What follows belongs to an exercise in optimizing a design on an open flow for small area, a short achievable clock period and few clock cycles per item; a production flow would make more cautious choices.
Where RTL was checked, it was by simulation tests only, not by an equivalence proof against the original.
Only the layout flow was run in runs 1 to 3; the RTL was not checked for function there.
Power figures rest on the tool's default switching activity, not on a simulated workload.

==> flow/design.v <==
module llmp16_mul_csa (
    input  wire [15:0] a,
    input  wire [15:0] b,
    output wire [15:0] r0,
    output wire [15:0] r1,
    output wire [15:0] r2,
    output wire        x,
    output wire [2:0]  xl
);
    wire [15:0] pp [0:15];
    genvar gi;
    generate for (gi = 0; gi < 16; gi = gi + 1) begin : g_pp
        assign pp[gi] = b & {16{a[gi]}};
    end endgenerate
    wire s1 = pp[0][13] ^ pp[1][12];
    wire c2 = pp[0][13] & pp[1][12];
    wire s3 = pp[0][14] ^ pp[1][13] ^ pp[2][12];
    wire c4 = (pp[0][14] & pp[1][13]) | (pp[0][14] & pp[2][12]) | (pp[1][13] & pp[2][12]);
    wire s5 = pp[3][11] ^ pp[4][10];
    wire c6 = pp[3][11] & pp[4][10];
    wire s7 = pp[0][15] ^ pp[1][14] ^ pp[2][13];
    wire c8 = (pp[0][15] & pp[1][14]) | (pp[0][15] & pp[2][13]) | (pp[1][14] & pp[2][13]);
    wire s9 = pp[3][12] ^ pp[4][11] ^ pp[5][10];
    wire c10 = (pp[3][12] & pp[4][11]) | (pp[3][12] & pp[5][10]) | (pp[4][11] & pp[5][10]);
    wire s11 = pp[6][9] ^ pp[7][8];
    wire c12 = pp[6][9] & pp[7][8];
    wire s13 = pp[0][9] ^ pp[1][8];
    wire c14 = pp[0][9] & pp[1][8];
    wire s15 = pp[0][10] ^ pp[1][9] ^ pp[2][8];
    wire c16 = (pp[0][10] & pp[1][9]) | (pp[0][10] & pp[2][8]) | (pp[1][9] & pp[2][8]);
    wire s17 = pp[3][7] ^ pp[4][6];
    wire c18 = pp[3][7] & pp[4][6];
    wire s19 = pp[0][11] ^ pp[1][10] ^ pp[2][9];
    wire c20 = (pp[0][11] & pp[1][10]) | (pp[0][11] & pp[2][9]) | (pp[1][10] & pp[2][9]);
    wire s21 = pp[3][8] ^ pp[4][7] ^ pp[5][6];
    wire c22 = (pp[3][8] & pp[4][7]) | (pp[3][8] & pp[5][6]) | (pp[4][7] & pp[5][6]);
    wire s23 = pp[6][5] ^ pp[7][4];
    wire c24 = pp[6][5] & pp[7][4];
    wire s25 = pp[0][12] ^ pp[1][11] ^ pp[2][10];
    wire c26 = (pp[0][12] & pp[1][11]) | (pp[0][12] & pp[2][10]) | (pp[1][11] & pp[2][10]);
    wire s27 = pp[3][9] ^ pp[4][8] ^ pp[5][7];
    wire c28 = (pp[3][9] & pp[4][8]) | (pp[3][9] & pp[5][7]) | (pp[4][8] & pp[5][7]);
    wire s29 = pp[6][6] ^ pp[7][5] ^ pp[8][4];
    wire c30 = (pp[6][6] & pp[7][5]) | (pp[6][6] & pp[8][4]) | (pp[7][5] & pp[8][4]);
    wire s31 = pp[9][3] ^ pp[10][2];
    wire c32 = pp[9][3] & pp[10][2];
    wire s33 = s1 ^ pp[2][11] ^ pp[3][10];
    wire c34 = (s1 & pp[2][11]) | (s1 & pp[3][10]) | (pp[2][11] & pp[3][10]);
    wire s35 = pp[4][9] ^ pp[5][8] ^ pp[6][7];
    wire c36 = (pp[4][9] & pp[5][8]) | (pp[4][9] & pp[6][7]) | (pp[5][8] & pp[6][7]);
    wire s37 = pp[7][6] ^ pp[8][5] ^ pp[9][4];
    wire c38 = (pp[7][6] & pp[8][5]) | (pp[7][6] & pp[9][4]) | (pp[8][5] & pp[9][4]);
    wire s39 = pp[10][3] ^ pp[11][2] ^ pp[12][1];
    wire c40 = (pp[10][3] & pp[11][2]) | (pp[10][3] & pp[12][1]) | (pp[11][2] & pp[12][1]);
    wire s41 = c2 ^ s3 ^ s5;
    wire c42 = (c2 & s3) | (c2 & s5) | (s3 & s5);
    wire s43 = pp[5][9] ^ pp[6][8] ^ pp[7][7];
    wire c44 = (pp[5][9] & pp[6][8]) | (pp[5][9] & pp[7][7]) | (pp[6][8] & pp[7][7]);
    wire s45 = pp[8][6] ^ pp[9][5] ^ pp[10][4];
    wire c46 = (pp[8][6] & pp[9][5]) | (pp[8][6] & pp[10][4]) | (pp[9][5] & pp[10][4]);
    wire s47 = pp[11][3] ^ pp[12][2] ^ pp[13][1];
    wire c48 = (pp[11][3] & pp[12][2]) | (pp[11][3] & pp[13][1]) | (pp[12][2] & pp[13][1]);
    wire s49 = c4 ^ c6 ^ s7;
    wire c50 = (c4 & c6) | (c4 & s7) | (c6 & s7);
    wire s51 = s9 ^ s11 ^ pp[8][7];
    wire c52 = (s9 & s11) | (s9 & pp[8][7]) | (s11 & pp[8][7]);
    wire s53 = pp[9][6] ^ pp[10][5] ^ pp[11][4];
    wire c54 = (pp[9][6] & pp[10][5]) | (pp[9][6] & pp[11][4]) | (pp[10][5] & pp[11][4]);
    wire s55 = pp[12][3] ^ pp[13][2] ^ pp[14][1];
    wire c56 = (pp[12][3] & pp[13][2]) | (pp[12][3] & pp[14][1]) | (pp[13][2] & pp[14][1]);
    wire s57 = pp[0][6] ^ pp[1][5];
    wire c58 = pp[0][6] & pp[1][5];
    wire s59 = pp[0][7] ^ pp[1][6] ^ pp[2][5];
    wire c60 = (pp[0][7] & pp[1][6]) | (pp[0][7] & pp[2][5]) | (pp[1][6] & pp[2][5]);
    wire s61 = pp[3][4] ^ pp[4][3];
    wire c62 = pp[3][4] & pp[4][3];
    wire s63 = pp[0][8] ^ pp[1][7] ^ pp[2][6];
    wire c64 = (pp[0][8] & pp[1][7]) | (pp[0][8] & pp[2][6]) | (pp[1][7] & pp[2][6]);
    wire s65 = pp[3][5] ^ pp[4][4] ^ pp[5][3];
    wire c66 = (pp[3][5] & pp[4][4]) | (pp[3][5] & pp[5][3]) | (pp[4][4] & pp[5][3]);
    wire s67 = pp[6][2] ^ pp[7][1];
    wire c68 = pp[6][2] & pp[7][1];
    wire s69 = s13 ^ pp[2][7] ^ pp[3][6];
    wire c70 = (s13 & pp[2][7]) | (s13 & pp[3][6]) | (pp[2][7] & pp[3][6]);
    wire s71 = pp[4][5] ^ pp[5][4] ^ pp[6][3];
    wire c72 = (pp[4][5] & pp[5][4]) | (pp[4][5] & pp[6][3]) | (pp[5][4] & pp[6][3]);
    wire s73 = pp[7][2] ^ pp[8][1] ^ pp[9][0];
    wire c74 = (pp[7][2] & pp[8][1]) | (pp[7][2] & pp[9][0]) | (pp[8][1] & pp[9][0]);
    wire s75 = c14 ^ s15 ^ s17;
    wire c76 = (c14 & s15) | (c14 & s17) | (s15 & s17);
    wire s77 = pp[5][5] ^ pp[6][4] ^ pp[7][3];
    wire c78 = (pp[5][5] & pp[6][4]) | (pp[5][5] & pp[7][3]) | (pp[6][4] & pp[7][3]);
    wire s79 = pp[8][2] ^ pp[9][1] ^ pp[10][0];
    wire c80 = (pp[8][2] & pp[9][1]) | (pp[8][2] & pp[10][0]) | (pp[9][1] & pp[10][0]);
    wire s81 = c16 ^ c18 ^ s19;
    wire c82 = (c16 & c18) | (c16 & s19) | (c18 & s19);
    wire s83 = s21 ^ s23 ^ pp[8][3];
    wire c84 = (s21 & s23) | (s21 & pp[8][3]) | (s23 & pp[8][3]);
    wire s85 = pp[9][2] ^ pp[10][1] ^ pp[11][0];
    wire c86 = (pp[9][2] & pp[10][1]) | (pp[9][2] & pp[11][0]) | (pp[10][1] & pp[11][0]);
    wire s87 = c20 ^ c22 ^ c24;
    wire c88 = (c20 & c22) | (c20 & c24) | (c22 & c24);
    wire s89 = s25 ^ s27 ^ s29;
    wire c90 = (s25 & s27) | (s25 & s29) | (s27 & s29);
    wire s91 = s31 ^ pp[11][1] ^ pp[12][0];
    wire c92 = (s31 & pp[11][1]) | (s31 & pp[12][0]) | (pp[11][1] & pp[12][0]);
    wire s93 = c26 ^ c28 ^ c30;
    wire c94 = (c26 & c28) | (c26 & c30) | (c28 & c30);
    wire s95 = c32 ^ s33 ^ s35;
    wire c96 = (c32 & s33) | (c32 & s35) | (s33 & s35);
    wire s97 = s37 ^ s39 ^ pp[13][0];
    wire c98 = (s37 & s39) | (s37 & pp[13][0]) | (s39 & pp[13][0]);
    wire s99 = c34 ^ c36 ^ c38;
    wire c100 = (c34 & c36) | (c34 & c38) | (c36 & c38);
    wire s101 = c40 ^ s41 ^ s43;
    wire c102 = (c40 & s41) | (c40 & s43) | (s41 & s43);
    wire s103 = s45 ^ s47 ^ pp[14][0];
    wire c104 = (s45 & s47) | (s45 & pp[14][0]) | (s47 & pp[14][0]);
    wire s105 = c42 ^ c44 ^ c46;
    wire c106 = (c42 & c44) | (c42 & c46) | (c44 & c46);
    wire s107 = c48 ^ s49 ^ s51;
    wire c108 = (c48 & s49) | (c48 & s51) | (s49 & s51);
    wire s109 = s53 ^ s55 ^ pp[15][0];
    wire c110 = (s53 & s55) | (s53 & pp[15][0]) | (s55 & pp[15][0]);
    wire s111 = pp[0][4] ^ pp[1][3];
    wire c112 = pp[0][4] & pp[1][3];
    wire s113 = pp[0][5] ^ pp[1][4] ^ pp[2][3];
    wire c114 = (pp[0][5] & pp[1][4]) | (pp[0][5] & pp[2][3]) | (pp[1][4] & pp[2][3]);
    wire s115 = pp[3][2] ^ pp[4][1];
    wire c116 = pp[3][2] & pp[4][1];
    wire s117 = s57 ^ pp[2][4] ^ pp[3][3];
    wire c118 = (s57 & pp[2][4]) | (s57 & pp[3][3]) | (pp[2][4] & pp[3][3]);
    wire s119 = pp[4][2] ^ pp[5][1] ^ pp[6][0];
    wire c120 = (pp[4][2] & pp[5][1]) | (pp[4][2] & pp[6][0]) | (pp[5][1] & pp[6][0]);
    wire s121 = c58 ^ s59 ^ s61;
    wire c122 = (c58 & s59) | (c58 & s61) | (s59 & s61);
    wire s123 = pp[5][2] ^ pp[6][1] ^ pp[7][0];
    wire c124 = (pp[5][2] & pp[6][1]) | (pp[5][2] & pp[7][0]) | (pp[6][1] & pp[7][0]);
    wire s125 = c60 ^ c62 ^ s63;
    wire c126 = (c60 & c62) | (c60 & s63) | (c62 & s63);
    wire s127 = s65 ^ s67 ^ pp[8][0];
    wire c128 = (s65 & s67) | (s65 & pp[8][0]) | (s67 & pp[8][0]);
    wire s129 = c64 ^ c66 ^ c68;
    wire c130 = (c64 & c66) | (c64 & c68) | (c66 & c68);
    wire s131 = s69 ^ s71 ^ s73;
    wire c132 = (s69 & s71) | (s69 & s73) | (s71 & s73);
    wire s133 = c70 ^ c72 ^ c74;
    wire c134 = (c70 & c72) | (c70 & c74) | (c72 & c74);
    wire s135 = s75 ^ s77 ^ s79;
    wire c136 = (s75 & s77) | (s75 & s79) | (s77 & s79);
    wire s137 = c76 ^ c78 ^ c80;
    wire c138 = (c76 & c78) | (c76 & c80) | (c78 & c80);
    wire s139 = s81 ^ s83 ^ s85;
    wire c140 = (s81 & s83) | (s81 & s85) | (s83 & s85);
    wire s141 = c82 ^ c84 ^ c86;
    wire c142 = (c82 & c84) | (c82 & c86) | (c84 & c86);
    wire s143 = s87 ^ s89 ^ s91;
    wire c144 = (s87 & s89) | (s87 & s91) | (s89 & s91);
    wire s145 = c88 ^ c90 ^ c92;
    wire c146 = (c88 & c90) | (c88 & c92) | (c90 & c92);
    wire s147 = s93 ^ s95 ^ s97;
    wire c148 = (s93 & s95) | (s93 & s97) | (s95 & s97);
    wire s149 = c94 ^ c96 ^ c98;
    wire c150 = (c94 & c96) | (c94 & c98) | (c96 & c98);
    wire s151 = s99 ^ s101 ^ s103;
    wire c152 = (s99 & s101) | (s99 & s103) | (s101 & s103);
    wire s153 = c100 ^ c102 ^ c104;
    wire c154 = (c100 & c102) | (c100 & c104) | (c102 & c104);
    wire s155 = s105 ^ s107 ^ s109;
    wire c156 = (s105 & s107) | (s105 & s109) | (s107 & s109);
    wire s157 = pp[0][3] ^ pp[1][2];
    wire c158 = pp[0][3] & pp[1][2];
    wire s159 = s111 ^ pp[2][2] ^ pp[3][1];
    wire c160 = (s111 & pp[2][2]) | (s111 & pp[3][1]) | (pp[2][2] & pp[3][1]);
    wire s161 = c112 ^ s113 ^ s115;
    wire c162 = (c112 & s113) | (c112 & s115) | (s113 & s115);
    wire s163 = c114 ^ c116 ^ s117;
    wire c164 = (c114 & c116) | (c114 & s117) | (c116 & s117);
    wire s165 = c118 ^ c120 ^ s121;
    wire c166 = (c118 & c120) | (c118 & s121) | (c120 & s121);
    wire s167 = c122 ^ c124 ^ s125;
    wire c168 = (c122 & c124) | (c122 & s125) | (c124 & s125);
    wire s169 = c126 ^ c128 ^ s129;
    wire c170 = (c126 & c128) | (c126 & s129) | (c128 & s129);
    wire s171 = c130 ^ c132 ^ s133;
    wire c172 = (c130 & c132) | (c130 & s133) | (c132 & s133);
    wire s173 = c134 ^ c136 ^ s137;
    wire c174 = (c134 & c136) | (c134 & s137) | (c136 & s137);
    wire s175 = c138 ^ c140 ^ s141;
    wire c176 = (c138 & c140) | (c138 & s141) | (c140 & s141);
    wire s177 = c142 ^ c144 ^ s145;
    wire c178 = (c142 & c144) | (c142 & s145) | (c144 & s145);
    wire s179 = c146 ^ c148 ^ s149;
    wire c180 = (c146 & c148) | (c146 & s149) | (c148 & s149);
    wire s181 = c150 ^ c152 ^ s153;
    wire c182 = (c150 & c152) | (c150 & s153) | (c152 & s153);
    assign r0[0] = pp[0][0];
    assign r1[0] = 1'b0;
    assign r2[0] = 1'b0;
    assign r0[1] = pp[0][1];
    assign r1[1] = pp[1][0];
    assign r2[1] = 1'b0;
    assign r0[2] = pp[0][2];
    assign r1[2] = pp[1][1];
    assign r2[2] = pp[2][0];
    assign r0[3] = s157;
    assign r1[3] = pp[2][1];
    assign r2[3] = pp[3][0];
    assign r0[4] = c158;
    assign r1[4] = s159;
    assign r2[4] = pp[4][0];
    assign r0[5] = c160;
    assign r1[5] = s161;
    assign r2[5] = pp[5][0];
    assign r0[6] = c162;
    assign r1[6] = s163;
    assign r2[6] = s119;
    assign r0[7] = c164;
    assign r1[7] = s165;
    assign r2[7] = s123;
    assign r0[8] = c166;
    assign r1[8] = s167;
    assign r2[8] = s127;
    assign r0[9] = c168;
    assign r1[9] = s169;
    assign r2[9] = s131;
    assign r0[10] = c170;
    assign r1[10] = s171;
    assign r2[10] = s135;
    assign r0[11] = c172;
    assign r1[11] = s173;
    assign r2[11] = s139;
    assign r0[12] = c174;
    assign r1[12] = s175;
    assign r2[12] = s143;
    assign r0[13] = c176;
    assign r1[13] = s177;
    assign r2[13] = s147;
    assign r0[14] = c178;
    assign r1[14] = s179;
    assign r2[14] = s151;
    assign r0[15] = c180;
    assign r1[15] = s181;
    assign r2[15] = s155;
    wire x183 = pp[1][15] ^ pp[2][14];
    wire x184 = pp[3][13] ^ pp[4][12];
    wire x185 = pp[5][11] ^ pp[6][10];
    wire x186 = pp[7][9] ^ pp[8][8];
    wire x187 = pp[9][7] ^ pp[10][6];
    wire x188 = pp[11][5] ^ pp[12][4];
    wire x189 = pp[13][3] ^ pp[14][2];
    wire x190 = pp[15][1] ^ x183;
    wire x191 = x184 ^ x185;
    wire x192 = x186 ^ x187;
    wire x193 = x188 ^ x189;
    wire x194 = x190 ^ x191;
    wire x195 = x192 ^ x193;
    wire x196 = c54 ^ c56;
    wire x197 = c8 ^ c10;
    wire x198 = c12 ^ x194;
    wire x199 = x195 ^ x196;
    wire x200 = x197 ^ x198;
    wire x201 = x199 ^ c110;
    wire x202 = c50 ^ c52;
    wire x203 = x200 ^ x201;
    wire x204 = x202 ^ x203;
    wire x205 = c106 ^ c108;
    wire x206 = x204 ^ x205;
    assign x = x206;
    assign xl = {c182, c154, c156};
endmodule
module llmp16_msb (
    input  wire [15:0] v,
    output wire [3:0]  p
);
    wire h3 = |v[15:8];
    wire [7:0] v8 = h3 ? v[15:8] : v[7:0];
    wire h2 = |v8[7:4];
    wire [3:0] v4 = h2 ? v8[7:4] : v8[3:0];
    wire h1 = |v4[3:2];
    wire [1:0] v2 = h1 ? v4[3:2] : v4[1:0];
    assign p = {h3, h2, h1, v2[1]};
endmodule
module llmp16_alu (
    input  wire        clk,
    input  wire        rst,           
    input  wire        in_valid,
    output wire        in_ready,
    input  wire [15:0] in_instr,      
    input  wire [15:0] in_a,          
    input  wire [15:0] in_b,          
    output reg         out_valid,
    output reg  [15:0] out_result,
    output reg  [3:0]  out_dest,
    output reg         out_reg_we,
    output wire [3:0]  out_flags,     
    output reg         out_flags_we
);
    localparam [3:0] OP_NOP = 4'd0,  OP_ADD = 4'd1,  OP_SUB = 4'd2,  OP_CMP = 4'd3,
                     OP_AND = 4'd4,  OP_TST = 4'd5,  OP_OR  = 4'd6,  OP_XOR = 4'd7,
                     OP_SHL = 4'd8,  OP_SHR = 4'd9,  OP_SAR = 4'd10, OP_MUL = 4'd11,
                     OP_DIV = 4'd12, OP_MOD = 4'd13;
    genvar gi;
    wire [3:0] cls = in_instr[15:12];
    wire [3:0] t   = in_instr[11:8];
    wire [3:0] fx  = in_instr[7:4];
    wire [3:0] fy  = in_instr[3:0];
    wire       c23 = (cls[3:1] == 3'b001);
    wire       c4  = (cls == 4'b0100);
    wire [9:0] tt;
    generate for (gi = 0; gi < 10; gi = gi + 1) begin : g_t
        assign tt[gi] = (t == gi);
    end endgenerate
    wire i_add = (c23 || c4) && tt[0];                        
    wire i_sub = c23 && tt[1] || c4 && (tt[1] || tt[3]);      
    wire i_cmp = c23 && tt[8];
    wire i_and = c23 && tt[5];
    wire i_tst = c23 && tt[9];
    wire i_or  = c23 && tt[6];
    wire i_xor = c23 && tt[7] || c4 && tt[2];                 
    wire i_shl = c4 && (tt[4] || tt[7]);
    wire i_shr = c4 && (tt[5] || tt[8]);
    wire i_sar = c4 && (tt[6] || tt[9]);
    wire i_mul = c23 && tt[2];
    wire i_div = c23 && tt[3];
    wire i_mod = c23 && tt[4];
    wire i_one = c4 && (tt[0] || tt[1]);                      
    wire i_not = c4 && tt[2];                                 
    wire i_neg = c4 && tt[3];                                 
    wire i_imm = c4 && (tt[7] || tt[8] || tt[9]);             
    reg [3:0] d_op;
    always @* begin
        d_op = OP_NOP;
        if (i_add) d_op = OP_ADD;
        if (i_sub) d_op = OP_SUB;
        if (i_cmp) d_op = OP_CMP;
        if (i_and) d_op = OP_AND;
        if (i_tst) d_op = OP_TST;
        if (i_or)  d_op = OP_OR;
        if (i_xor) d_op = OP_XOR;
        if (i_shl) d_op = OP_SHL;
        if (i_shr) d_op = OP_SHR;
        if (i_sar) d_op = OP_SAR;
        if (i_mul) d_op = OP_MUL;
        if (i_div) d_op = OP_DIV;
        if (i_mod) d_op = OP_MOD;
    end
    wire [15:0] in_a_rev;
    generate for (gi = 0; gi < 16; gi = gi + 1) begin : g_arev
        assign in_a_rev[gi] = in_a[15 - gi];
    end endgenerate
    wire [15:0] d_a = i_neg ? 16'd0 : i_shl ? in_a_rev : in_a;
    wire [15:0] d_b = i_one ? 16'd1 : i_not ? 16'hFFFF : i_neg ? in_a :
                      i_imm ? {12'd0, fy} : in_b;
    wire        d_big = !i_imm && (|in_b[15:5]);
    wire [3:0]  d_msb_a, d_msb_b;
    llmp16_msb u_msb_a (.v(in_a), .p(d_msb_a));
    llmp16_msb u_msb_b (.v(in_b), .p(d_msb_b));
    wire        d_multi = in_valid && (i_mul || i_div || i_mod);
    reg        ready_r;       
    reg        v_r;           
    reg [3:0]  op_r;
    reg [3:0]  dest_r;
    reg        sub_r;         
    reg        big_r;         
    reg [3:0]  msb_a, msb_b;  
    reg [15:0] a_r, b_r;      
    reg        mul_p2;        
    reg        h_r, x_r;      
    reg [2:0]  xl_r;          
    reg        fc_r, fv_r;    
    reg        div_run;       
    reg [3:0]  cnt;           
    assign in_ready  = ready_r;
    assign out_flags = {out_result[15], out_result == 16'd0, fc_r, fv_r};
    wire e_add = (op_r == OP_ADD);
    wire e_sub = (op_r == OP_SUB) || (op_r == OP_CMP);
    wire e_and = (op_r == OP_AND) || (op_r == OP_TST);
    wire e_or  = (op_r == OP_OR);
    wire e_xor = (op_r == OP_XOR);
    wire e_shl = (op_r == OP_SHL);
    wire e_shr = (op_r == OP_SHR);
    wire e_sar = (op_r == OP_SAR);
    wire e_mul = (op_r == OP_MUL);
    wire e_mod = (op_r == OP_MOD);
    wire e_dm  = (op_r == OP_DIV) || e_mod;
    wire e_nop = (op_r == OP_NOP);
    wire [15:0] f1_s = a_r ^ b_r ^ out_result;
    wire [15:0] f1_c = (a_r & b_r) | (a_r & out_result) | (b_r & out_result);
    wire [15:0] bx   = b_r ^ {16{sub_r}};
    wire [15:0] ad_x = mul_p2 ? f1_s : a_r;
    wire [15:0] ad_y = mul_p2 ? {f1_c[14:0], 1'b0} : bx;
    wire [16:0] sum  = {1'b0, ad_x} + {1'b0, ad_y} + {16'd0, sub_r};
    wire        cout = sum[16];
    wire        add_c = sub_r ? !cout : cout;
    wire        add_v = (a_r[15] == bx[15]) && (sum[15] != a_r[15]);
    wire        mul_c = h_r || (x_r ^ (^xl_r) ^ f1_c[15] ^ cout);
    wire        div_first = e_dm && !div_run;
    wire        b_zero = (b_r == 16'd0);
    wire        fits   = cout;                  
    wire [3:0]  k = msb_a - msb_b;              
    wire        div_done_first = b_zero || !fits;
    wire        div_fin = div_run ? (cnt == 4'd0) : div_done_first;
    wire [15:0] quo = div_run ? {out_result[14:0], fits} : 16'd0;
    wire [15:0] rem = fits ? sum[15:0] : a_r;
    wire        sh_left = e_shl || div_first;
    wire [15:0] sh_x;
    wire [15:0] sh_r;
    generate for (gi = 0; gi < 16; gi = gi + 1) begin : g_rev
        assign sh_x[gi] = div_first ? b_r[15 - gi] : a_r[gi];
    end endgenerate
    wire        sh_f   = e_sar && a_r[15];
    wire [4:0]  sh_n   = div_first ? {1'b0, k} : b_r[4:0];
    wire        sh_big = !div_first && big_r;
    wire [16:0] s0 = {sh_x, 1'b0};
    wire [16:0] s1 = sh_n[0] ? {sh_f, s0[16:1]} : s0;
    wire [16:0] s2 = sh_n[1] ? {{2{sh_f}}, s1[16:2]} : s1;
    wire [16:0] s3 = sh_n[2] ? {{4{sh_f}}, s2[16:4]} : s2;
    wire [16:0] s4 = sh_n[3] ? {{8{sh_f}}, s3[16:8]} : s3;
    wire [16:0] s5 = sh_big ? {17{sh_f}} : sh_n[4] ? {{16{sh_f}}, s4[16]} : s4;
    generate for (gi = 0; gi < 16; gi = gi + 1) begin : g_rev2
        assign sh_r[gi] = sh_left ? s5[16 - gi] : s5[gi + 1];
    end endgenerate
    wire        sh_c = s5[0];
    wire [15:0] csa_r0, csa_r1, csa_r2;
    wire        csa_x;
    wire [2:0]  csa_xl;
    llmp16_mul_csa u_csa (.a(a_r), .b(b_r), .r0(csa_r0), .r1(csa_r1), .r2(csa_r2),
                          .x(csa_x), .xl(csa_xl));
    wire [15:0] pb;    
    assign pb[15] = b_r[15];
    generate for (gi = 0; gi < 15; gi = gi + 1) begin : g_pb
        assign pb[gi] = pb[gi + 1] | b_r[gi];
    end endgenerate
    wire [15:1] hterm;
    generate for (gi = 1; gi < 16; gi = gi + 1) begin : g_h
        assign hterm[gi] = a_r[gi] & pb[16 - gi];
    end endgenerate
    wire        mul_h = |hterm;
    reg  [15:0] r;
    reg         fc, fv;
    always @* begin
        r  = sum[15:0];
        fc = 1'b0;
        fv = 1'b0;
        if (e_add || e_sub) begin
            fc = add_c; fv = add_v;
        end else if (e_mul) begin
            fc = mul_c;
        end else if (e_and) r = a_r & b_r;
        else if (e_or)  r = a_r | b_r;
        else if (e_xor) r = a_r ^ b_r;
        else if (e_shl || e_shr || e_sar) begin
            r = sh_r; fc = sh_c;
        end else if (e_dm) begin
            r = (e_mod && div_fin) ? rem : quo;
        end
    end
    wire mul_p1 = e_mul && !mul_p2;
    wire fin    = v_r && (e_mul ? mul_p2 : e_dm ? div_fin : 1'b1);
    always @(posedge clk) begin
        out_result   <= mul_p1 ? csa_r2 : r;
        fc_r         <= fc;
        fv_r         <= fv;
        out_dest     <= dest_r;
        out_reg_we   <= !(e_nop || op_r == OP_CMP || op_r == OP_TST || (e_dm && b_zero));
        out_flags_we <= !(e_nop || (e_dm && b_zero));
        if (ready_r) begin
            a_r    <= d_a;
            b_r    <= d_b;
            op_r   <= d_op;
            sub_r  <= i_sub || i_cmp || i_div || i_mod;
            big_r  <= d_big;
            msb_a  <= d_msb_a;
            msb_b  <= d_msb_b;
            dest_r <= c4 ? fx : 4'd0;
        end else if (mul_p1) begin
            a_r <= csa_r0;
            b_r <= csa_r1;
        end else if (div_first) begin
            b_r <= sh_r;
        end else begin
            if (fits) a_r <= sum[15:0];
            b_r <= {1'b0, b_r[15:1]};
        end
        h_r <= mul_h;
        x_r <= csa_x;
        xl_r <= csa_xl;
        cnt <= div_run ? cnt - 4'd1 : k;
        if (rst) begin
            ready_r   <= 1'b1;
            v_r       <= 1'b0;
            out_valid <= 1'b0;
            mul_p2    <= 1'b0;
            div_run   <= 1'b0;
        end else begin
            out_valid <= fin;
            v_r       <= ready_r ? in_valid : !fin;
            mul_p2    <= v_r && mul_p1;
            div_run   <= v_r && e_dm && !div_fin;
            ready_r   <= ready_r ? !d_multi :
                         mul_p1  ? 1'b1 :
                         div_run ? (cnt == 4'd1) :
                         (div_done_first || k == 4'd0);
        end
    end
endmodule
==> flow/run.sh <==
#!/bin/bash
# synth_recipe.tcl (not shown) runs the flow's synth.tcl, then flattens the netlist and writes it again
# the make line also repeats each setting of config.mk as NAME=value (left out here)
make -C /OpenROAD-flow-scripts/flow DESIGN_CONFIG=/design/flow/config.mk WORK_HOME=/design/flow/orfs CLKGATE_MAP_FILE= SYNTH_SCRIPT=/design/flow/synth_recipe.tcl finish
==> flow/config.mk <==
export PLATFORM = sky130hd
export DESIGN_NAME = llmp16_alu
export DESIGN_NICKNAME = llmp16_alu
export VERILOG_FILES = /design/flow/design.v
export SDC_FILE = /design/flow/constraint.sdc
export NUM_CORES = 4
export LEC_CHECK = 0
export CAP_MARGIN = 20
export CORE_MARGIN = 2
export CORE_UTILIZATION = 45
export SETUP_SLACK_MARGIN = 5
export SLEW_MARGIN = 20
==> flow/constraint.sdc <==
create_clock -name core_clock -period 10.0 [get_ports {clk}]
set_input_delay 2.0000 -clock core_clock [delete_from_list [all_inputs] [get_ports {clk}]]
set_output_delay 2.0000 -clock core_clock [all_outputs]
set_load 0.01 [all_outputs]
==> impl_metrics.json, run 1 <==
{
  "crit_type": "in2reg",
  "grt_pass1_vias": 12610,
  "postSynth.asyncResetShare": 0,
  "p_sw_frac": 0.4682,
  "rsz0062_at_grt": "no",
  "start_util": 0.4566,
  "reg2reg_depth": 12,
  "grt_pass1_wl_mm": 82.49,
  "design.die.area_sq_um": 29550,
  "yosys_warnings": 2,
  "cts_tree": "done",
  "ys_seq_area_frac": 0.1657,
  "status": "finished clean",
  "clkSinkCount": 88,
  "hold_class": "reg2reg",
  "comb_power_share": 0.527,
  "clkSlewWorstSetupHoldPaths_ns": 0.08,
  "crit_path_start_kind": "input pin",
  "path_cells": "clkdlybuf4s50_1 > nor4b_2 > nand3_1 > mux2i_1 > nor2_1 > a21oi_1 > o21ai_0",
  "post_dp_cell_area_sq_um": 13760,
  "skew_ns": 0.01556,
  "synth-seq-cells": 88,
  "area_growth_syn_to_layout_pct": 10.96,
  "critPathBufInv": 1,
  "grt.overflow.total": 0,
  "maxCapViolations": 0,
  "firstDrtPassIters": 8,
  "crit_family": "simple AND/OR/NAND/NOR gates",
  "vias": 13480,
  "n_antenna_cell": 0,
  "port_buffers": 78,
  "layout_commonest_cell": "nor2_1",
  "clkPwrFrac": 0.207,
  "switchingPower_uw": 891.1,
  "cts_buffers": 9,
  "synth_ff_type": "dfxtp_1",
  "vias_per_cell": 6.515,
  "final.fill_count": 2778,
  "synth.avg_cell_area_sq_um": 7.559,
  "cts_buffer_depth": 2,
  "hpwl_mm": 41.86,
  "antenna_found_initial": 0,
  "clk_latency_ns": 0.38,
  "final_cell_mix": "nor2_1, nand2_1, a21oi_1",
  "reg2reg_to": "b_r[15]",
  "worstSetupEndpointType": "flop",
  "hold_buffers": 0,
  "leakagePower_uw": 0.005715,
  "hold_violations": 0,
  "place.gp.congestion": 0.9818,
  "post-cts-setup-buffers": 0,
  "die_w_microns": 171.9,
  "ctsHtreeMaxLevel": 3,
  "wl_per_cell_microns": 27.18,
  "timing.setup.tns_ns": 0,
  "intPower_uw": 1012,
  "finish.net_count": 1899,
  "worst_pin_slew_ns": 1.077,
  "synth.distinct_cells": 89,
  "slew_headroom": 0.2803,
  "yosysTopAreaCellShare": 0.1531,
  "ioPinCount": 79,
  "core_sq_um": 27780,
  "slew_violations": 0,
  "fin_crit_sh": 0.4809,
  "synth_fp_nets": 1891,
  "synth_edf_count": 34,
  "die_h_microns": 171.9,
  "syn_area_sq_um": 12680,
  "max_stage_delay_ns": 0.97,
  "crit_required_ns": 10.08,
  "largestRegisters": "a_r x16, b_r x16, out_result x16",
  "root_buffer": "clkbuf_16",
  "regToRegSetupSlack_ns": 5.34,
  "max_freq_mhz": 207.9,
  "setup_violations": 0,
  "drive_gt1_frac": 0.06091,
  "antenna_left": 0,
  "synth_top_area_cell": "fa_1",
  "powerDensity_nw_per_um2": 135.2,
  "grt_usage": 0.3850,
  "min_path_cells": 0,
  "cts_resized": 0,
  "ir_drop_mv": 0.07421,
  "drc_errors": 0,
  "design_area_sq_um": 14070,
  "power_frac_seq": 0.266,
  "fin_crit_ns": 4.809,
  "synthTopCellsByArea": "fa_1, dfxtp_1, edfxtp_1",
  "critPathArrivalTime_ns": 4.89,
  "hp-start": "dest_r[3]",
  "grt_max_degree": 67,
  "whs_endpoint": "out_dest[3]",
  "hold_slack_ns": 0.3452,
  "std_cell_rows": 61,
  "slowest_stage": "nand3_1",
  "rr_startpoint": "a_r[2]",
  "synth_cells": 1678,
  "power_uw": 1903,
  "drt-initial-drc-count": 2210,
  "path_max_fanout": 18,
  "routed_wl_mm": 56.23,
  "utilization": 0.5066
}
-- how the worst max path moves through the flow --
stage | depth (start not counted) | start | endpoint
3_5_place_dp | 7 | in_instr[15] | a_r[13]
6_report | 7 | in_instr[15] | a_r[13]
4_1_cts | 7 | in_instr[15] | a_r[13]
3_3_place_gp | 7 | in_instr[15] | a_r[13]
5_1_grt | 7 | in_instr[13] | a_r[13]
2_1_floorplan | 7 | in_instr[15] | a_r[10]
-- cells in the mapped netlist, types with 23 or more instances --
cell type	instances
edfxtp_1	34
o21ai_1	32
o21ai_0	97
a31oi_1	23
ha_1	65
clkbuf_1	81
nor3_1	41
nand2_1	182
xnor2_1	52
fa_1	97
dfxtp_1	54
inv_1	128
a21oi_1	129
mux2i_1	46
nor2_1	212
nand3_1	26
a211oi_1	25
-- worst reg2reg max path: cells and delay by family, from the launching register on --
kind	cells	cell delay (ns)
and+or+nand+nor	1	0.29
buffers and inverters	4	0.95
AOI/OAI and AO/OA	2	0.23
DFF	1	0.76
adders and majority gates	5	2.28
-- metrics by stage --
stage	cells	setup slack (ns)
after global routing	2069	5.008
after detailed placement	2053	4.870
after floorplan	1678	6.053
after global placement	2053	4.899
after CTS	2069	5.245
final	2069	5.191
-- power by group through the flow --
stage	Clock, uW	Combinational, uW	Sequential [uW]
after floorplan	0	569	482
after global placement	0	957	510
after detailed placement	0	967	509
after CTS	391	972	501
after global routing	407	1060	507
final	395	1000	506
-- kinds of logic after synthesis --
kind of cell               after synthesis  share of synthesized area
AOI/OAI and AO/OA                      463                     0.2310
xor gates and xnor gates                64                    0.04419
adders and majority gates              162                     0.2172
buffers and inverters                  266                    0.08365
DFF                                     88                     0.1657
muxes                                   63                    0.05425
and+or+nand+nor                        572                     0.2040
-- metal layers --
layer / track usage / routed length, microns / vias up
met5: 0 / 0 / -
met1: 0.5416 / 22730 / 6351
li1: - / - / 5864
met4: 0.2006 / 3749 / 0
met3: 0.08377 / 7073 / 237
met2: 0.5521 / 22680 / 1027
-- area by class of cell --
cell class | instances | area, sq um | share of cell area
Multi-Input combinational cell | 1324 | 9547 | 0.6783
Clock inverter | 7 | 85.08 | 0.006045
Tap cell | 378 | 473.0 | 0.03360
Inverter | 141 | 529.3 | 0.03760
Sequential cell | 88 | 2105 | 0.1495
Clock buffer | 9 | 225.2 | 0.01600
Timing Repair Buffer | 122 | 1111 | 0.07894
==> run 2: changes to the inputs <==
==> flow/flow/run.sh (new file) <==
#!/bin/bash
set -euo pipefail
bash standard.sh SETUP_SLACK_MARGIN=5.7 finish > standard_flow.log 2>&1
==> flow/standard.sh (new file) <==
#!/bin/bash
# synth_recipe.tcl (not shown) runs the flow's synth.tcl, then flattens the netlist and writes it again
# the make line also repeats each setting of config.mk as NAME=value (left out here)
make -C /OpenROAD-flow-scripts/flow DESIGN_CONFIG=/design/flow/config.mk WORK_HOME=/design/flow/orfs CLKGATE_MAP_FILE= SYNTH_SCRIPT=/design/flow/synth_recipe.tcl "${@:-finish}"
--- a/flow/config.mk
+++ b/flow/config.mk
@@ -8,5 +8,4 @@
 export CAP_MARGIN = 20
 export CORE_MARGIN = 2
 export CORE_UTILIZATION = 45
-export SETUP_SLACK_MARGIN = 5
 export SLEW_MARGIN = 20
removed: flow/run.sh
==> run 2 against run 1 <==
- via count up 1.0%
- wire length up 0.48%
- die area is the same
- setup slack improved by 0.59 ns
- total power increased by 1.1%
- critical path type unchanged
- largest cell class unchanged
==> impl_metrics.json, run 2 <==
{
  "status": "finished clean",
  "critPathBufInv": 1,
  "cts_buffers": 9,
  "synth_cells": 1678,
  "power_frac_seq": 0.262,
  "timing.setup.tns_ns": 0,
  "yosys_warnings": 2,
  "root_buffer": "clkbuf_16",
  "use_met1": 0.5412,
  "postSynth.asyncResetShare": 0,
  "grt_busiest_layer": "met2",
  "synth_edf_count": 34,
  "synthTopCellsByArea": "fa_1, dfxtp_1, edfxtp_1",
  "syn_area_sq_um": 12680,
  "vias": 13610,
  "largestRegisters": "a_r x16, b_r x16, out_result x16",
  "wl_per_cell_microns": 27.05,
  "synth.distinct_cells": 89,
  "crit_required_ns": 10.21,
  "core_sq_um": 27780,
  "start_util": 0.4566,
  "rsz0062_at_grt": "yes",
  "grt_pass1_vias": 12660,
  "yosysTopAreaCellShare": 0.1531,
  "fin_crit_ns": 4.222,
  "antenna_found_initial": 0,
  "hold_slack_ns": 0.3453,
  "slowest_stage": "clkdlybuf4s50_1",
  "synth-seq-cells": 88,
  "clkPwrFrac": 0.206,
  "slew_headroom": 0.3303,
  "grtUsageMet2": 0.5546,
  "clk_latency_ns": 0.38,
  "fin_crit_sh": 0.4222,
  "clkSinkCount": 88,
  "n_antenna_cell": 0,
  "ioPinCount": 79,
  "grt_usage": 0.3860,
  "comb_power_share": 0.532,
  "ctsHtreeMaxLevel": 3,
  "drt-initial-drc-count": 2363,
  "synth_top_area_cell": "fa_1",
  "area_growth_syn_to_layout_pct": 13.09,
  "path_cells": "clkdlybuf4s50_1 > or3_1 > nand2_1 > nand2_1 > mux2_2 > o21ai_0 > o221ai_1",
  "synth.most_common_cell": "nor2_1",
  "cts_tree": "done",
  "power_uw": 1924,
  "max_freq_mhz": 236.9,
  "firstDrtPassIters": 8,
  "cts_buffer_depth": 2,
  "hold_class": "reg2reg",
  "synth.avg_cell_area_sq_um": 7.559,
  "die_h_microns": 171.9,
  "max_stage_delay_ns": 0.67,
  "ir_drop_mv": 0.07351,
  "setup_violations": 0,
  "routed_wl_mm": 56.50,
  "synth_fp_nets": 1891,
  "port_buffers": 78,
  "skew_ns": 0.01598,
  "clkSlewWorstSetupHoldPaths_ns": 0.08,
  "powerDensity_nw_per_um2": 134.1,
  "maxCapViolations": 0,
  "grt.overflow.total": 0,
  "p_sw_frac": 0.4683,
  "vias_per_cell": 6.517,
  "finish.net_count": 1919,
  "hpwl_mm": 41.86,
  "hold_buffers": 0,
  "intPower_uw": 1023,
  "worst_pin_slew_ns": 0.9766,
  "synth_common_cells": "nor2_1, nand2_1, a21oi_1, inv_1",
  "ys_seq_area_frac": 0.1657,
  "switchingPower_uw": 901.1,
  "grt_max_degree": 67,
  "crit_type": "in2reg",
  "critPathArrivalTime_ns": 4.44,
  "die_w_microns": 171.9,
  "globalRouteMet3Util": 0.08972,
  "crit_family": "simple AND/OR/NAND/NOR gates",
  "design.die.area_sq_um": 29550,
  "crit_path_start_kind": "input pin",
  "synth_ff_type": "dfxtp_1",
  "grt_pass1_wl_mm": 82.83,
  "std_cell_rows": 61,
  "drive_gt1_frac": 0.08358,
  "path_max_fanout": 16,
  "leakagePower_uw": 0.005840,
  "drc_errors": 0,
  "hold_violations": 0,
  "antenna_left": 0,
  "slew_violations": 0,
  "cp_common_cell": "nand2_1",
  "layout_commonest_cell": "nor2_1",
  "worstSetupEndpointType": "flop",
  "place.gp.congestion": 0.9818,
  "final_cell_mix": "nor2_1, nand2_1, a21oi_1"
}
==> run 2: cell type report <==
type | instances | area (sq um)
multi-input combinational | 1324 | 9629
sequential | 88 | 2106
clock buffer | 9 | 225.2
clock inverter | 7 | 85.08
inverter | 141 | 545.5
timing repair buffer | 142 | 1281
fill | 2755 | 13440
tap | 378 | 473.0
==> run 2: power groups by stage <==
stage	logic, uW	registers, uW	clock network (uW)
after floorplan	569	482	0
after global placement	957	510	0
after detailed placement	967	509	0
after CTS	978	500	391
after global routing	1090	505	407
final	1020	504	397
==> run 2: layer usage <==
metal	wire length (microns)	vias up
li1	-	5915
met1	22460	6452
met2	22940	1009
met3	7510	238
met4	3593	0
met5	0	-
==> run 2: logic make-up after synthesis <==
kind of cell / synth area share
AO/OA/AOI/OAI: 0.2310
AND/OR/NAND/NOR: 0.2040
buffers and inverters: 0.08365
adder cells (fa/ha/maj): 0.2172
flip-flops: 0.1657
multiplexers: 0.05425
XOR/XNOR: 0.04419
==> run 2: what timing repair did <==
item | in CTS | in global routing
setup buffers | 5 | 15
gates resized for setup | 12 | 17
setup endpoints to repair | 21 | 47
pin swaps | 0 | 1
==> run 2: through the flow <==
stage	setup WS, ns	utilization	area (sq um)	std cells
3_3_place_gp	4.899	0.4955	13760	2053
4_1_cts	5.665	0.5095	14160	2074
2_1_floorplan	6.053	-	12680	1678
6_report	5.778	0.5163	14350	2089
3_5_place_dp	4.870	0.4955	13760	2053
5_1_grt	5.668	0.5163	14350	2089
==> run 2: path summary, 6_finish.rpt <==
path,start,end,slack (ns),depth (start not counted)
max,in_instr[9],b_r[3],5.78,7
min,dest_r[3],out_dest[3],0.35,0
max reg2reg,a_r[7],a_r[6],5.81,11
min reg2reg,dest_r[3],out_dest[3],0.35,0
==> run 3: changes to the inputs <==
==> flow/flow/run.sh (replaced) <==
#!/bin/bash
set -euo pipefail
bash standard.sh SETUP_SLACK_MARGIN=6.3 finish > standard_flow.log 2>&1
==> run 3 against run 2 <==
- hold slack got worse by 0.0014 ns
- core utilization rose by 4.2 points
- cell count rose by 3.4%
- total power rose by 5.9%
- clock power fell by 5%
- critical path depth rose by 5
- largest power group unchanged
==> impl_metrics.json, run 3 <==
{
  "rsz0062_at_grt": "yes",
  "grt_pass1_wl_mm": 87.19,
  "synth_fp_nets": 1891,
  "antenna_left": 0,
  "crit_type": "reg2reg",
  "regToRegSetupSlack_ns": 6.29,
  "syn_area_sq_um": 12680,
  "clk_latency_ns": 0.39,
  "cts_tree": "done",
  "ioPinCount": 79,
  "final.fill_count": 2684,
  "layout_commonest_cell": "nor2_1",
  "slew_headroom": 0.2434,
  "hold_buffers": 0,
  "synth.distinct_cells": 89,
  "routed_wl_mm": 59.82,
  "area_growth_syn_to_layout_pct": 22.18,
  "fin_crit_ns": 3.707,
  "powerDensity_nw_per_um2": 131.4,
  "grt_max_degree": 67,
  "critPathArrivalTime_ns": 3.96,
  "synth.avg_cell_area_sq_um": 7.559,
  "setup_violations": 0,
  "rr_startpoint": "b_r[13]",
  "power_uw": 2037,
  "post_dp_cell_area_sq_um": 13770,
  "final_cell_mix": "nor2_1, nand2_1, inv_1",
  "die_h_microns": 171.9,
  "synth-adder-area-share": 0.2172,
  "cts_buffer_depth": 2,
  "path_max_fanout": 11,
  "fin_crit_sh": 0.3707,
  "synth_top_family_by_area": "compound AO/OA/AOI/OAI gates",
  "design.die.area_sq_um": 29550,
  "port_buffers": 78,
  "reg2reg_to": "out_result[13]",
  "synth-seq-cells": 88,
  "place_inst": 2048,
  "hold_class": "reg2reg",
  "worstSetupEndpointType": "flop",
  "design_area_sq_um": 15500,
  "core_sq_um": 27780,
  "min_path_cells": 0,
  "maxCapViolations": 0,
  "wl_per_cell_microns": 27.69,
  "status": "finished clean",
  "muxShareOfSynthArea": 0.05425,
  "grt.overflow.total": 0,
  "multiInputGateArea_sq_um": 10090,
  "ys_seq_area_frac": 0.1657,
  "ctsHtreeMaxLevel": 3,
  "ir_drop_mv": 0.08376,
  "grt_usage": 0.4086,
  "synth_compound_area_frac": 0.2310,
  "synth_common_cells": "nor2_1, nand2_1, a21oi_1, inv_1",
  "vias": 14220,
  "hp-start": "dest_r[2]",
  "synth_top_area_cell": "fa_1",
  "layout.cells.non_filler": 2160,
  "yosysTopAreaCellShare": 0.1531,
  "root_buffer": "clkbuf_16",
  "std_cell_rows": 61,
  "synthTopCellsByArea": "fa_1, dfxtp_1, edfxtp_1",
  "grt_pass1_vias": 13190,
  "whs_endpoint": "out_dest[2]",
  "reg2reg_depth": 12,
  "clkSinkCount": 88,
  "synth-xor-area-share": 0.04419,
  "synth_ff_type": "dfxtp_1",
  "die_w_microns": 171.9,
  "cts_buffers": 9,
  "drive_gt1_frac": 0.1759,
  "drt-initial-drc-count": 2249,
  "clkSlewWorstSetupHoldPaths_ns": 0.08,
  "crit_path_start_kind": "flop",
  "antenna_found_initial": 2,
  "worst_pin_slew_ns": 1.135,
  "finish.net_count": 1987,
  "leakagePower_uw": 0.006337,
  "firstDrtPassIters": 8,
  "yosys_warnings": 2,
  "synth_simple_gate_area_frac": 0.2040,
  "register_area_sq_um": 2132,
  "postSynth.asyncResetShare": 0,
  "skew_ns": 0.01857,
  "slew_violations": 0,
  "hpwl_mm": 41.94,
  "synth_cells": 1678,
  "place.gp.congestion": 0.9912,
  "synth.most_common_cell": "nor2_1",
  "hold_violations": 0,
  "synth_edf_count": 34,
  "drc_errors": 0,
  "max_freq_mhz": 269.8,
  "start_util": 0.4566,
  "largestRegisters": "a_r x16, b_r x16, out_result x16",
  "vias_per_cell": 6.581,
  "crit_required_ns": 10.25,
  "timing.setup.tns_ns": 0
}
==> run 3: cell families (layout without fill, tap and decap cells) <==
| kind of cell | count (synthesis) | in the layout |
|---|---|---|
| DFF | 88 | 88 |
| other | 0 | 3 |
| AOI/OAI and AO/OA | 463 | 463 |
| adders and majority gates | 162 | 162 |
| buffers and inverters | 266 | 365 |
| xor gates and xnor gates | 64 | 64 |
| muxes | 63 | 63 |
| and+or+nand+nor | 572 | 574 |
==> run 3: final cells by class <==
| type | count | share of cell area |
|---|---|---|
| inverters | 141 | 0.03786 |
| clock inverters | 7 | 0.004279 |
| multi-input cells | 1326 | 0.6512 |
| well taps | 378 | 0.03052 |
| clock buffers | 9 | 0.01453 |
| repair buffers | 208 | 0.1235 |
| diodes | 3 | 0.0004844 |
| flip-flops and latches | 88 | 0.1376 |
==> run 3: worst max path at each step <==
stage,from,endpoint,slack [ns]
after floorplan,in_instr[12],a_r[10],6.18
after global placement,in_instr[15],a_r[13],4.92
after detailed placement,in_instr[15],a_r[13],4.84
after CTS,a_r[0],a_r[2],6.27
after global routing,a_r[0],a_r[6],6.14
final,b_r[13],out_result[13],6.29
==> run 3: timing repair <==
item                                    CTS  global route
setup buffers                            60            27
endpoints found under the setup margin   61            52
endpoints found under the hold margin     0             0
gates resized for setup                 127           106
pin swaps                                23            32
gates cloned                              2             4
==> run 3: per-layer routing <==
metal / global-route usage / up-vias / wire (microns)
met5: 0.01565 / - / 63
li1: - / 6064 / -
met4: 0.2404 / 2 / 4392
met3: 0.1112 / 283 / 7884
met1: 0.5590 / 6743 / 23550
met2: 0.5736 / 1123 / 23930
==> run 3: metrics by stage <==
stage               hold WS (ns)  setup slack (ns)  utilization
detailed placement        0.3269             4.836       0.4956
finish                    0.3438             6.293       0.5579
CTS                       0.3454             6.271       0.5346
global placement          0.3247             4.918       0.4956
global route              0.3493             6.139       0.5576
floorplan                 0.3233             6.175            -
==> run 3: power by group <==
part           total, uW  internal (uW)  leakage [uW]  switching [uW]
Clock                378            177      0.000138             201
Sequential           507            423      0.000812            84.0
Combinational       1150            463       0.00539             690
==> run 3: worst max-delay path, cell delays in order, from the launching register on <==
cell        delay (ns)
dfxtp_1           0.36
buf_12            0.17
clkinvlp_4        0.15
buf_4             0.20
nor2_1            0.12
ha_1              0.27
fa_1              0.47
fa_1              0.50
fa_1              0.64
a21oi_1           0.19
o21ai_0           0.09
a21oi_1           0.26
o21ai_1           0.12
==> run 4: changes to the inputs <==
--- a/flow/design.v
+++ b/flow/design.v
@@ -356,7 +356,13 @@
     wire [3:0]  d_msb_a, d_msb_b;
     llmp16_msb u_msb_a (.v(in_a), .p(d_msb_a));
     llmp16_msb u_msb_b (.v(in_b), .p(d_msb_b));
-    wire        d_multi = in_valid && (i_mul || i_div || i_mod);
+    wire [15:0] in_b_pre;    
+    assign in_b_pre[15] = in_b[15];
+    generate for (gi = 0; gi < 15; gi = gi + 1) begin : g_bpre
+        assign in_b_pre[gi] = in_b_pre[gi + 1] | in_b[gi];
+    end endgenerate
+    wire        d_div_one = ((in_a & ~in_b_pre) == 16'd0) || !in_b_pre[0];
+    wire        d_multi = in_valid && (i_mul || ((i_div || i_mod) && !d_div_one));
     reg        ready_r;       
     reg        v_r;           
     reg [3:0]  op_r;
@@ -399,9 +405,10 @@
     wire        b_zero = (b_r == 16'd0);
     wire        fits   = cout;                  
     wire [3:0]  k = msb_a - msb_b;              
-    wire        div_done_first = b_zero || !fits;
+    wire        k_zero = (k == 4'd0);           
+    wire        div_done_first = b_zero || !fits || k_zero;
     wire        div_fin = div_run ? (cnt == 4'd0) : div_done_first;
-    wire [15:0] quo = div_run ? {out_result[14:0], fits} : 16'd0;
+    wire [15:0] quo = div_run ? {out_result[14:0], fits} : {15'd0, fits && k_zero};
     wire [15:0] rem = fits ? sum[15:0] : a_r;
     wire        sh_left = e_shl || div_first;
     wire [15:0] sh_x;
@@ -501,7 +508,7 @@
             ready_r   <= ready_r ? !d_multi :
                          mul_p1  ? 1'b1 :
                          div_run ? (cnt == 4'd1) :
-                         (div_done_first || k == 4'd0);
+                         div_done_first;
         end
     end
 endmodule
==> flow/flow/run.sh (replaced) <==
#!/bin/bash
set -euo pipefail
bash standard.sh SETUP_SLACK_MARGIN=6.8 finish > standard_flow.log 2>&1
==> run 4 against run 3 <==
- clock-buffer cell count is 2 higher
- total power up 8.4%
- flip-flop and latch count is the same
- synthesized cell count is 1.7% higher
- critical path depth is 5 higher
- critical endpoint is now a_r[11]
- largest power group unchanged
==> impl_metrics.json, run 4 <==
{
  "intPower_uw": 1182,
  "drc_errors": 0,
  "cts_tree": "done",
  "drt-initial-drc-count": 1935,
  "clkPwrFrac": 0.170,
  "worst_pin_slew_ns": 1.051,
  "synth.most_common_cell": "nor2_1",
  "power_uw": 2207,
  "ctsHtreeMaxLevel": 3,
  "grt_pass1_wl_mm": 95.82,
  "synth_simple_gate_area_frac": 0.1987,
  "drive_gt1_frac": 0.2752,
  "slew_headroom": 0.2963,
  "root_buffer": "clkbuf_16",
  "synth.avg_cell_area_sq_um": 7.589,
  "std_cell_rows": 62,
  "cts_buffer_depth": 2,
  "cts_buffers": 9,
  "comb_power_share": 0.597,
  "synth_edf_count": 34,
  "clkSlewWorstSetupHoldPaths_ns": 0.07,
  "hold_violations": 0,
  "leakagePower_uw": 0.007140,
  "synth_fp_nets": 1920,
  "rsz0062_at_grt": "yes",
  "synth-xor-area-share": 0.04397,
  "timing.setup.tns_ns": 0,
  "grt_pass1_vias": 14270,
  "core_sq_um": 28550,
  "start_util": 0.4535,
  "synth_top_family_by_area": "compound AO/OA/AOI/OAI gates",
  "syn_area_sq_um": 12950,
  "path_max_fanout": 6,
  "design.die.area_sq_um": 30150,
  "hold_buffers": 0,
  "muxShareOfSynthArea": 0.04619,
  "skew_ns": 0.01780,
  "final_cell_mix": "nor2_1, nand2_1, buf_4",
  "finish.net_count": 2073,
  "setup_violations": 0,
  "place.gp.congestion": 1.035,
  "antenna_found_initial": 2,
  "fin_crit_sh": 0.3862,
  "synth_cells": 1706,
  "wl_per_cell_microns": 29.46,
  "synth_compound_area_frac": 0.2520,
  "largestRegisters": "a_r x16, b_r x16, out_result x16",
  "clkSinkCount": 88,
  "switchingPower_uw": 1025,
  "post_dp_cell_area_sq_um": 14210,
  "grt_max_degree": 66,
  "port_buffers": 78,
  "ioPinCount": 79,
  "status": "finished clean",
  "synth_top_area_cell": "fa_1",
  "grt_usage": 0.4315,
  "die_w_microns": 173.6,
  "layout_commonest_cell": "nor2_1",
  "worstSetupEndpointType": "flop",
  "fin_crit_ns": 3.862,
  "synth.distinct_cells": 99,
  "synth_ff_type": "dfxtp_1",
  "ys_seq_area_frac": 0.1624,
  "crit_required_ns": 10.21,
  "vias_per_cell": 6.644,
  "routed_wl_mm": 66.25,
  "crit_type": "reg2reg",
  "clk_latency_ns": 0.38,
  "grt.overflow.total": 0,
  "maxCapViolations": 0,
  "yosysTopAreaCellShare": 0.1500,
  "synthTopCellsByArea": "fa_1, dfxtp_1, edfxtp_1",
  "hpwl_mm": 45.35,
  "synth-adder-area-share": 0.2138,
  "synth_common_cells": "nor2_1, nand2_1, inv_1, a21oi_1, o21ai_0",
  "design_area_sq_um": 17320,
  "firstDrtPassIters": 8,
  "die_h_microns": 173.6,
  "powerDensity_nw_per_um2": 127.4,
  "postSynth.asyncResetShare": 0,
  "vias": 14940,
  "crit_path_start_kind": "flop",
  "power_frac_seq": 0.233,
  "p_sw_frac": 0.4643,
  "hold_slack_ns": 0.3449,
  "area_growth_syn_to_layout_pct": 33.75,
  "yosys_warnings": 2,
  "ir_drop_mv": 0.06991,
  "critPathArrivalTime_ns": 4.07,
  "max_freq_mhz": 258.9,
  "hold_class": "reg2reg",
  "synth-seq-cells": 88,
  "antenna_left": 0,
  "slew_violations": 0
}
## run 4: what timing repair did
| action | 4_1_cts | 5_1_grt |
|---|---|---|
| buffers inserted | 114 | 30 |
| pin swaps | 91 | 84 |
| cloned | 7 | 1 |
| setup endpoints to repair | 99 | 82 |
| gates resized for setup | 420 | 158 |
## run 4: kinds of logic after synthesis
logic type | count (synthesis)
fa+ha+maj | 163
simple gates | 567
compound gates | 494
flops | 88
mux | 55
buf+inv | 274
xor+xnor | 65
## run 4: per-stage QoR
| step | instances | util | worst slack, ns |
|---|---|---|---|
| 3_3_place_gp | 2080 | 0.4978 | 5.247 |
| 5_1_grt | 2249 | 0.6066 | 6.015 |
| 3_5_place_dp | 2080 | 0.4978 | 5.142 |
| 6_report | 2249 | 0.6066 | 6.138 |
| 2_1_floorplan | 1706 | - | 6.244 |
| 4_1_cts | 2217 | 0.5812 | 6.196 |
## run 4: final cells by class
class	count	area, sq um
Multi-Input combinational cell	1349	11070
Fill cell	2649	11230
Inverter	146	678.2
Timing Repair Buffer	264	2601
Clock buffer	11	264.0
Antenna cell	1	2.502
Timing Repair inverter	1	5.005
Clock inverter	5	47.55
Sequential cell	88	2163
Tap cell	384	480.5
## run 4: worst paths after layout
path / from / to / slack [ns] / depth (start not counted)
worst min-delay path: dest_r[1] / out_dest[1] / 0.34 / 0
worst max register to register: a_r[0] / a_r[11] / 6.14 / 17
worst max-delay path: a_r[0] / a_r[11] / 6.14 / 17
worst min register to register: dest_r[1] / out_dest[1] / 0.34 / 0
## run 4: power by group through the flow
stage	sequential [uW]	combinational, uW	clock (uW)
final	514	1320	374
after global routing	515	1380	384
after CTS	505	1180	373
after detailed placement	508	1000	0
after global placement	508	995	0
after floorplan	481	599	0
## run 4: critical path, cell delays in order, from the launching register on
cell      delay (ns)
edfxtp_1        0.40
buf_8           0.14
fa_1            0.47
nand2_1         0.06
o21ai_2         0.11
fa_2            0.28
inv_2           0.05
fa_2            0.36
nor2b_4         0.15
o31ai_4         0.09
a211oi_4        0.34
o22ai_4         0.12
buf_12          0.16
buf_6           0.12
buf_12          0.12
o211ai_1        0.37
o21ai_1         0.21
o22ai_1         0.15
## run 4: layer usage
layer | part of all wire | vias to the layer above | GRT usage
met3 | 0.12 | 329 | 0.1257
met4 | 0.089 | 2 | 0.2843
met5 | 0.00020 | - | 0
li1 | - | 6337 | -
met2 | 0.41 | 1085 | 0.6277
met1 | 0.38 | 7189 | 0.5573
Testbench counts of run 4, summed over its fixed seeds: cycles 16,318, ops 12,000.
==> run 5: changes to the inputs <==
==> flow/flow/run.sh (replaced) <==
#!/bin/bash
set -euo pipefail
bash standard.sh SETUP_SLACK_MARGIN=6.3 finish > standard_flow.log 2>&1
--- a/flow/config.mk
+++ b/flow/config.mk
@@ -5,6 +5,7 @@
 export SDC_FILE = /design/flow/constraint.sdc
 export NUM_CORES = 4
 export LEC_CHECK = 0
+export ABC_AREA = 1
 export CAP_MARGIN = 20
 export CORE_MARGIN = 2
 export CORE_UTILIZATION = 45
==> run 5 against run 4 <==
- setup slack better by 0.087 ns
- register-to-register slack better by 0.09 ns
- cell count up 11%
- non-clock buffer count down 64
- clock skew down 0.0016 ns
- first-iteration DRC count down 7.0%
- sequential power down 3.9%
- maximum frequency up 2.3%
- combinational power down 23%
- area after synthesis down 1.2%
- wire length down 13%
- still clean on timing, DRC and antenna
==> impl_metrics.json, run 5 <==
{
  "std_cell_rows": 61,
  "synth_compound_area_frac": 0.1464,
  "synth-adder-area-share": 0.2164,
  "ctsHtreeMaxLevel": 3,
  "power_uw": 1867,
  "rr_startpoint": "a_r[0]",
  "drive_gt1_frac": 0.1361,
  "grt.overflow.total": 0,
  "fin_crit_sh": 0.3775,
  "synth-xor-area-share": 0.03903,
  "critPathArrivalTime_ns": 4.10,
  "intPower_uw": 999.5,
  "slew_violations": 0,
  "n_antenna_cell": 0,
  "reg2reg_depth": 24,
  "setup_violations": 0,
  "cts_buffers": 9,
  "skew_ns": 0.01618,
  "min_path_cells": 0,
  "core_sq_um": 27860,
  "timing.setup.tns_ns": 0,
  "clkSlewWorstSetupHoldPaths_ns": 0.08,
  "fin_crit_ns": 3.775,
  "rsz0062_at_grt": "yes",
  "die_w_microns": 172.6,
  "vias": 14590,
  "whs_endpoint": "out_dest[0]",
  "crit_type": "reg2reg",
  "layout_commonest_cell": "nand2_1",
  "port_buffers": 78,
  "yosys_warnings": 2,
  "yosysTopAreaCellShare": 0.1682,
  "switchingPower_uw": 867.1,
  "hp-start": "dest_r[0]",
  "cts_buffer_depth": 2,
  "vias_per_cell": 5.868,
  "hold_buffers": 0,
  "synth_edf_count": 34,
  "power_frac_seq": 0.265,
  "grt_usage": 0.3774,
  "synth.most_common_cell": "nand2_1",
  "design.die.area_sq_um": 29790,
  "place_inst": 2373,
  "grt_max_degree": 40,
  "ir_drop_mv": 0.08695,
  "comb_power_share": 0.547,
  "clk_latency_ns": 0.38,
  "final_cell_mix": "nand2_1, inv_1, nand3_1",
  "firstDrtPassIters": 6,
  "drc_errors": 0,
  "regToRegSetupSlack_ns": 6.23,
  "finish.net_count": 2318,
  "hold_violations": 0,
  "slew_headroom": 0.3505,
  "antenna_found_initial": 1,
  "synth-seq-cells": 88,
  "postSynth.asyncResetShare": 0,
  "grt_pass1_wl_mm": 84.72,
  "path_max_fanout": 7,
  "layout.cells.non_filler": 2487,
  "muxShareOfSynthArea": 0.0007825,
  "place.gp.congestion": 1.040,
  "worstSetupEndpointType": "flop",
  "reg2reg_to": "out_result[4]",
  "grt_pass1_vias": 13530,
  "synth_top_area_cell": "nand2_1",
  "clkPwrFrac": 0.189,
  "synth_top_family_by_area": "simple AND/OR/NAND/NOR gates",
  "clkSinkCount": 88,
  "synth_simple_gate_area_frac": 0.2959,
  "largestRegisters": "a_r x16, b_r x16, out_result x16",
  "routed_wl_mm": 57.52,
  "antenna_left": 0,
  "status": "finished clean",
  "p_sw_frac": 0.4645,
  "area_growth_syn_to_layout_pct": 22.20,
  "maxCapViolations": 0,
  "synthTopCellsByArea": "nand2_1, fa_1, inv_1",
  "ioPinCount": 79,
  "hpwl_mm": 41.46,
  "crit_path_start_kind": "flop",
  "max_freq_mhz": 264.9,
  "powerDensity_nw_per_um2": 119.4,
  "synth_ff_type": "dfxtp_1",
  "die_h_microns": 172.6,
  "synth_cells": 1982,
  "syn_area_sq_um": 12790,
  "root_buffer": "clkbuf_16",
  "wl_per_cell_microns": 23.13,
  "drt-initial-drc-count": 1799,
  "synth.distinct_cells": 55,
  "synth.avg_cell_area_sq_um": 6.454,
  "ys_seq_area_frac": 0.1643,
  "leakagePower_uw": 0.007972,
  "start_util": 0.4592,
  "synth_common_cells": "nand2_1, inv_1, nand3_1, o21ai_0, a21oi_1",
  "utilization": 0.5611,
  "crit_required_ns": 10.32,
  "cts_tree": "done",
  "synth_fp_nets": 2196,
  "worst_pin_slew_ns": 0.9706,
  "hold_class": "reg2reg"
}
## run 5: worst max path at each step
stage | startpoint | to | depth (start not counted)
floorplan | in_instr[15] | op_r[0] | 7
global placement | in_instr[11] | a_r[2] | 11
detailed placement | in_instr[11] | a_r[2] | 11
CTS | a_r[0] | out_result[13] | 22
global route | a_r[0] | out_result[12] | 23
finish | a_r[0] | out_result[4] | 24
## run 5: worst max-delay path, cell delays in order (launching register included)
cell	delay (ns)
edfxtp_1	0.42
buf_12	0.15
fa_1	0.49
nand2_1	0.06
o21ai_2	0.08
fa_2	0.23
inv_2	0.04
fa_2	0.41
o21ai_4	0.20
nand3_2	0.12
nand2_4	0.11
nand2_8	0.07
nand2_8	0.13
nand3_4	0.14
buf_12	0.17
nand3b_4	0.12
buf_6	0.16
nand3_1	0.07
o21ai_1	0.09
nand2_1	0.06
o211ai_1	0.10
nand2_1	0.09
nand2_1	0.07
nand3_1	0.06
nand2_1	0.07
## run 5: final cells by class
| cell class | instances | area, sq um |
|---|---|---|
| clock buffers | 9 | 225.2 |
| well taps | 378 | 473.0 |
| repair buffers | 200 | 1877 |
| multi-input cells | 1452 | 9539 |
| clock inverters | 7 | 53.80 |
| repair inverters | 1 | 6.256 |
| flip-flops and latches | 88 | 2120 |
| fillers | 2830 | 12230 |
| inverters | 352 | 1338 |
## run 5: kinds of logic after synthesis
kind of cell / count (synthesis)
AO/OA/AOI/OAI: 324
XOR/XNOR: 57
buffers and inverters: 449
flip-flops: 88
AND/OR/NAND/NOR: 900
adder cells (fa/ha/maj): 163
multiplexers: 1
## run 5: metal layers
metal  up-vias  track usage  routed length (microns)
met2       935       0.5674                    24300
met4         2       0.1816                     3441
li1       6588            -                        -
met1      6875       0.5195                    23230
met5         -            0                       19
met3       193      0.07542                     6526
## run 5: what timing repair did
item                                    in CTS  in global routing
pin swaps                                   25                 62
cloned                                       5                  3
buffers inserted                            42                 48
endpoints found under the setup margin      63                 50
resized for setup                          116                118
## run 5: power groups by stage
stage               combinational (uW)  clock [uW]  sequential (uW)
global placement                   864           0              502
floorplan                          524           0              478
CTS                                941         351              492
finish                            1020         352              494
detailed placement                 872           0              501
global route                      1110         365              496
## run 5: per-stage QoR
stage	setup WS [ns]	hold slack, ns	area [sq um]
floorplan	6.461	0.3233	12800
finish	6.225	0.3442	15630
detailed placement	4.944	0.3291	13860
global placement	5.061	0.3266	13860
global route	6.092	0.3489	15630
CTS	6.284	0.3460	14850

==> afterwards: timing with drivers on the ports <==
No port has a modelled driver above. Below, the same layouts with a new extraction and two added sets of constraints.
Step 1: set_driving_cell puts a clkbuf_16 on clk and a buf_2 on each other input, an assumption about the parent block.
Step 2 adds t to the input delays and takes it off the output delays; t is the mean of the earliest and latest rising clock arrival at the registers after step 1. Input paths then give back, and output paths get back, about the clock's delay inside the block.
Slacks: no drivers / after step 1 / after step 2; pairs: no drivers / after step 1.
run | shift t [ns] | setup slack, ns | cell pins on the clock port's net
run 1 | 0.417 | 5.191 / 5.219 / 4.802 | 1
run 2 | 0.421 | 5.778 / 5.807 / 5.389 | 1
run 3 | 0.428 | 6.293 / 6.293 / 5.909 | 1
run 4 | 0.419 | 6.138 / 6.138 / 5.984 | 1
run 5 | 0.414 | 6.225 / 6.225 / 5.882 | 1
After both steps every run listed still meets setup and hold.
